Context: an optimization exercise on an open-source flow, tuned for small area, a short achievable clock period and few clock cycles. The choices shown serve that exercise and are no tape-out recipe. RTL that was checked went through simulation tests only; none was proved equivalent to the original. Power is estimated from default activity; no workload was simulated.

west:
==> flow/design.v <==
module spse_enc4 (
    input  wire         clk,
    input  wire         rst_n,
    input  wire [3:0]   mv_valid,
    output wire [3:0]   mv_ready,
    input  wire [127:0] mv_steps,
    input  wire [3:0]   smp_valid,
    output wire [3:0]   smp_ready,
    input  wire [127:0] smp_ticks,
    output wire [3:0]   desc_valid,
    input  wire [3:0]   desc_ready,
    output wire [127:0] desc_data
);
    genvar g;
    generate
        for (g = 0; g < 4; g = g + 1) begin : g_unit
            spse_unit u (
                .clk(clk), .rst_n(rst_n),
                .mv_valid(mv_valid[g]), .mv_ready(mv_ready[g]),
                .mv_steps(mv_steps[g*32 +: 32]),
                .smp_valid(smp_valid[g]), .smp_ready(smp_ready[g]),
                .smp_ticks(smp_ticks[g*32 +: 32]),
                .desc_valid(desc_valid[g]), .desc_ready(desc_ready[g]),
                .desc_data(desc_data[g*32 +: 32])
            );
        end
    endgenerate
endmodule
module spse_unit (
    input  wire        clk,
    input  wire        rst_n,
    input  wire        mv_valid,
    output wire        mv_ready,
    input  wire [31:0] mv_steps,
    input  wire        smp_valid,
    output wire        smp_ready,
    input  wire [31:0] smp_ticks,
    output wire        desc_valid,
    input  wire        desc_ready,
    output wire [31:0] desc_data
);
    reg  [30:0] out;
    reg         ov;
    reg  [31:0] W;
    reg         wb, wf;
    reg  [31:0] s;
    reg         snz;           
    reg         tr, mk;
    reg         sr, mr;        
    reg         wsat, wbig;    
    reg         wlast;         
    assign desc_valid = ov;
    assign desc_data  = {1'b0, out};
    assign smp_ready  = sr;
    assign mv_ready   = mr;
    wire load = !ov || desc_ready;
    wire        t_big, t_sat;
    wire [14:0] t_L;
    spse_first u_first (.t(smp_ticks), .big(t_big), .sat(t_sat), .L(t_L));
    wire [30:0] t_first = {t_L, 1'b1, 15'd10};
    wire [14:0] w_L     = wsat ? 15'h7fff : W[14:0] - 15'd10;
    wire [30:0] w_first = {w_L, 1'b1, 15'd10};
    wire        last  = wlast;
    wire [14:0] hw    = W[15:1];
    wire [14:0] d0    = hw - 15'd16388;                      
    wire [14:0] d1    = hw - (W[0] ? 15'd16388 : 15'd16389); 
    wire [30:0] cont  = last ? {d1, 1'b0, d0} : {15'h7fff, 1'b0, 15'h7fff};
    wire take  = smp_valid && sr;
    wire mv_go = mv_valid && mr;
    wire e_w     = load && wb;
    wire e_mk    = load && !wb && mk;
    wire e_first = load && take;
    wire e_tr    = load && !wb && !mk && tr && !snz;
    reg        wb_n, wf_n, snz_n, tr_n, mk_n;
    always @(*) begin
        wb_n = wb;
        wf_n = wf;
        if (take) begin
            wb_n = load ? t_big : 1'b1;
            wf_n = !load;
        end else if (e_w) begin
            if (wf) begin
                wf_n = 1'b0;
                wb_n = wbig;
            end else if (last) begin
                wb_n = 1'b0;
            end else begin
                wb_n = W != 32'd98311;                    
            end
        end
        snz_n = snz;
        tr_n  = tr;
        mk_n  = mk;
        if (mv_go) begin
            snz_n = mv_steps != 32'd0;
            tr_n  = 1'b1;
            mk_n  = tr && !e_tr;
        end else begin
            if (take)
                snz_n = s != 32'd1;
            if (e_mk)
                mk_n = 1'b0;
            if (e_tr)
                tr_n = 1'b0;
        end
    end
    always @(posedge clk) begin
        if (!rst_n) begin
            ov <= 1'b0;
            wb <= 1'b0;
            wf <= 1'b0;
            tr <= 1'b0;
            mk <= 1'b0;
            sr <= 1'b0;
            mr <= 1'b1;
        end else begin
            if (e_w)
                out <= wf ? w_first : cont;
            else if (e_first)
                out <= t_first;
            else if (e_mk || e_tr)
                out <= 31'd0;
            if (load)
                ov <= e_w || e_mk || e_first || e_tr;
            if (take) begin
                W     <= smp_ticks;
                wsat  <= t_sat;
                wbig  <= t_big;
                wlast <= smp_ticks < 32'd98311;
            end else if (e_w && !wf && !last) begin
                W     <= W - 32'd65534;
                wlast <= W < 32'd163845;                 
            end
            if (mv_go)
                s <= mv_steps;
            else if (take)
                s <= s - 32'd1;
            wb  <= wb_n;
            wf  <= wf_n;
            snz <= snz_n;
            tr  <= tr_n;
            mk  <= mk_n;
            sr  <= !wb_n && !mk_n && tr_n && snz_n;
            mr  <= !tr_n || (!snz_n && !mk_n);
        end
    end
endmodule
module spse_first (
    input  wire [31:0] t,
    output wire        big,       
    output wire        sat,       
    output wire [14:0] L
);
    assign big = t > 32'd32777;
    assign sat = t > 32'd32776;
    assign L   = sat ? 15'h7fff : t[14:0] - 15'd10;
endmodule
export LEC_CHECK = 0
export CAP_MARGIN = 20
export CORE_MARGIN = 2
export CORE_UTILIZATION = 60
export CTS_BUF_LIST = sky130_fd_sc_hd__clkbuf_16
export CTS_CLUSTER_DIAMETER = 80
export CTS_CLUSTER_SIZE = 24
export SLEW_MARGIN = 20
export SYNTH_HIERARCHICAL = 1
create_clock -name core_clock -period 11.0 [get_ports {clk}]
standard.sh (not shown) runs the stock make flow with config.mk's settings and CLKGATE_MAP_FILE= SYNTH_SCRIPT=/design/flow/synth_recipe.tcl, a recipe that flattens the netlist after the stock synthesis.
==> flow/flow/run.sh <==
#!/bin/bash
# The standard layout, with these changes to how it is made:
#  - synthesis leaves out the flow's Kogge-Stone carry map for adders
#    (SYNTH_OPERATIONS_ARGS replaces the default "-extra-map
#    lcu_kogge_stone.v"; -booth only affects multipliers, of which the
#    design has none), so adders keep Yosys's own smaller carry logic;
#    registers and their names are unchanged; nor does it map adders to
#    the library's half/full adder cells (ADDER_MAP_FILE empty), leaving
#    them to ABC with the rest of the logic
#  - ports are buffered with buf_1 instead of the flow's default pick
#  - timing repair aims at a setup slack margin (ns) so that the layout is
#    optimised for a shorter period than the 11 ns constraint; the margin
#    for the repair right after synthesis and the one for the later
#    repairs (after CTS and global routing) are read from flow/margins.txt
#    (the constraints themselves are unchanged)
set -euo pipefail
read -r FP_MARGIN LATE_MARGIN < flow/margins.txt
BUF="BUFFER_PORTS_ARGS=-buffer_cell sky130_fd_sc_hd__buf_1"
OPS="SYNTH_OPERATIONS_ARGS=-booth"
ADD="ADDER_MAP_FILE="
bash standard.sh floorplan "$OPS" "$ADD" "SETUP_SLACK_MARGIN=${FP_MARGIN}" "$BUF" > standard_make_1.log 2>&1
bash standard.sh finish "$OPS" "$ADD" "SETUP_SLACK_MARGIN=${LATE_MARGIN}" "$BUF" > standard_make_2.log 2>&1
==> flow/flow/margins.txt <==
0 7.5
Testbench counts of west, summed over its fixed seeds: cycles 2,549.
The following lists how south was set up differently from west:
diff --git a/flow/design.v b/flow/design.v
--- a/flow/design.v
+++ b/flow/design.v
@@ -45,30 +45,46 @@
     reg         wb, wf;
     reg  [31:0] s;
     reg         snz;           
     reg         tr, mk;
     reg         sr, mr;        
-    reg         wsat, wbig;    
-    reg         wlast;         
+    wire        wlast = W < 32'd98311;                   
     assign desc_valid = ov;
     assign desc_data  = {1'b0, out};
     assign smp_ready  = sr;
     assign mv_ready   = mr;
     wire load = !ov || desc_ready;
     wire        t_big, t_sat;
     wire [14:0] t_L;
     spse_first u_first (.t(smp_ticks), .big(t_big), .sat(t_sat), .L(t_L));
     wire [30:0] t_first = {t_L, 1'b1, 15'd10};
+    wire        wsat    = W > 32'd32776;
+    wire        wbig    = W > 32'd32777;
     wire [14:0] w_L     = wsat ? 15'h7fff : W[14:0] - 15'd10;
     wire [30:0] w_first = {w_L, 1'b1, 15'd10};
     wire        last  = wlast;
     wire [14:0] hw    = W[15:1];
     wire [14:0] d0    = hw - 15'd16388;                      
     wire [14:0] d1    = hw - (W[0] ? 15'd16388 : 15'd16389); 
     wire [30:0] cont  = last ? {d1, 1'b0, d0} : {15'h7fff, 1'b0, 15'h7fff};
     wire take  = smp_valid && sr;
     wire mv_go = mv_valid && mr;
+    reg  [31:0] s_dec;
+    wire        ef = load && wb && !wf && !wlast;
+    wire        ec = ef && &W[15:1];             
+    wire        ed = ef && !(&W[15:1]);          
+    reg  [31:0] W_sub;
+    integer     k;
+    always @(*) begin
+        for (k = 0; k < 32; k = k + 1)
+            s_dec[k] = s[k] ^ (take && !(|(s & ((32'd1 << k) - 32'd1))));
+        W_sub[0] = W[0];
+        for (k = 1; k < 16; k = k + 1)
+            W_sub[k] = W[k] ^ (ef && &(W[15:0] | ~((32'd1 << k) - 32'd2)));
+        for (k = 16; k < 32; k = k + 1)
+            W_sub[k] = W[k] ^ (ed && !(|(W & ((32'd1 << k) - 32'd65536))));
+    end
     wire e_w     = load && wb;
     wire e_mk    = load && !wb && mk;
     wire e_first = load && take;
     wire e_tr    = load && !wb && !mk && tr && !snz;
     reg        wb_n, wf_n, snz_n, tr_n, mk_n;
@@ -120,31 +136,22 @@
                 out <= t_first;
             else if (e_mk || e_tr)
                 out <= 31'd0;
             if (load)
                 ov <= e_w || e_mk || e_first || e_tr;
-            if (take) begin
-                W     <= smp_ticks;
-                wsat  <= t_sat;
-                wbig  <= t_big;
-                wlast <= smp_ticks < 32'd98311;
-            end else if (e_w && !wf && !last) begin
-                W     <= W - 32'd65534;
-                wlast <= W < 32'd163845;                 
-            end
-            if (mv_go)
-                s <= mv_steps;
-            else if (take)
-                s <= s - 32'd1;
             wb  <= wb_n;
             wf  <= wf_n;
             snz <= snz_n;
             tr  <= tr_n;
             mk  <= mk_n;
             sr  <= !wb_n && !mk_n && tr_n && snz_n;
             mr  <= !tr_n || (!snz_n && !mk_n);
         end
+    end
+    always @(posedge clk) begin
+        W <= take ? smp_ticks : W_sub;
+        s <= mv_go ? mv_steps : s_dec;
     end
 endmodule
 module spse_first (
     input  wire [31:0] t,
     output wire        big,       
Findings:
- Compared with west, in south sequential share of layout area went down by 7.7 points, average cell area after synthesis went down by about 7%, worst setup slack for register-to-register paths went down by 0.32 ns, first-iteration DRC count went down by about 14%.
- In the metrics for south and west, the one carrying the lower share of total power in combinational logic is west.
- Post-route fraction of the period consumed by the critical path in south is 0.60 points higher than in west
- Diff south and west: worst hold slack lower in south
- Summary of south over west: die area lost 3800 um2, global placement routability congestion lost about 4%, overall routing resource usage picked up an extra 0.18 points, maximum number of pins on one net before global-route repair picked up an extra about 50%.
- Of south and west, the lower number of global-route vias before repair belongs to south.
- Looking at number of sequential cells, south sits about 3% below west.
- Compared with west, south has less setup slack.
The RTL of south was laid out without a check of its function.

what the ideal ports hide:
The results above use ideal ports. As a check the final layouts listed here were re-extracted and re-timed, cells and wires unchanged.
Step 1 assumes that a clkbuf_16 drives the clock port and a buf_2 every other input.
Step 2 adds t to the input delays and takes it off the output delays; t is the mean of the earliest and latest rising clock arrival at the registers after step 1. Input paths then give back, and output paths get back, about the clock's delay inside the block.
Slacks: no drivers / after step 1 / after step 2; pairs: no drivers / after step 1.
| run | t, ns | setup slack, ns | clock arrival spread, ns | worst slew at a driven data input, ns | pins driven straight from the clock port |
|---|---|---|---|---|---|
| west | 0.649 | 7.553 / 7.504 / 6.939 | 0.036 / 0.035 | 0.11 | 1 |
| south | 0.649 | 7.487 / 7.474 / 6.872 | 0.038 / 0.038 | 0.10 | 1 |
After both steps setup and hold are still met in every run listed. For south, which loses most, drivers alone change the setup slack by -0.013 ns; drivers and shift together by -0.615 ns.
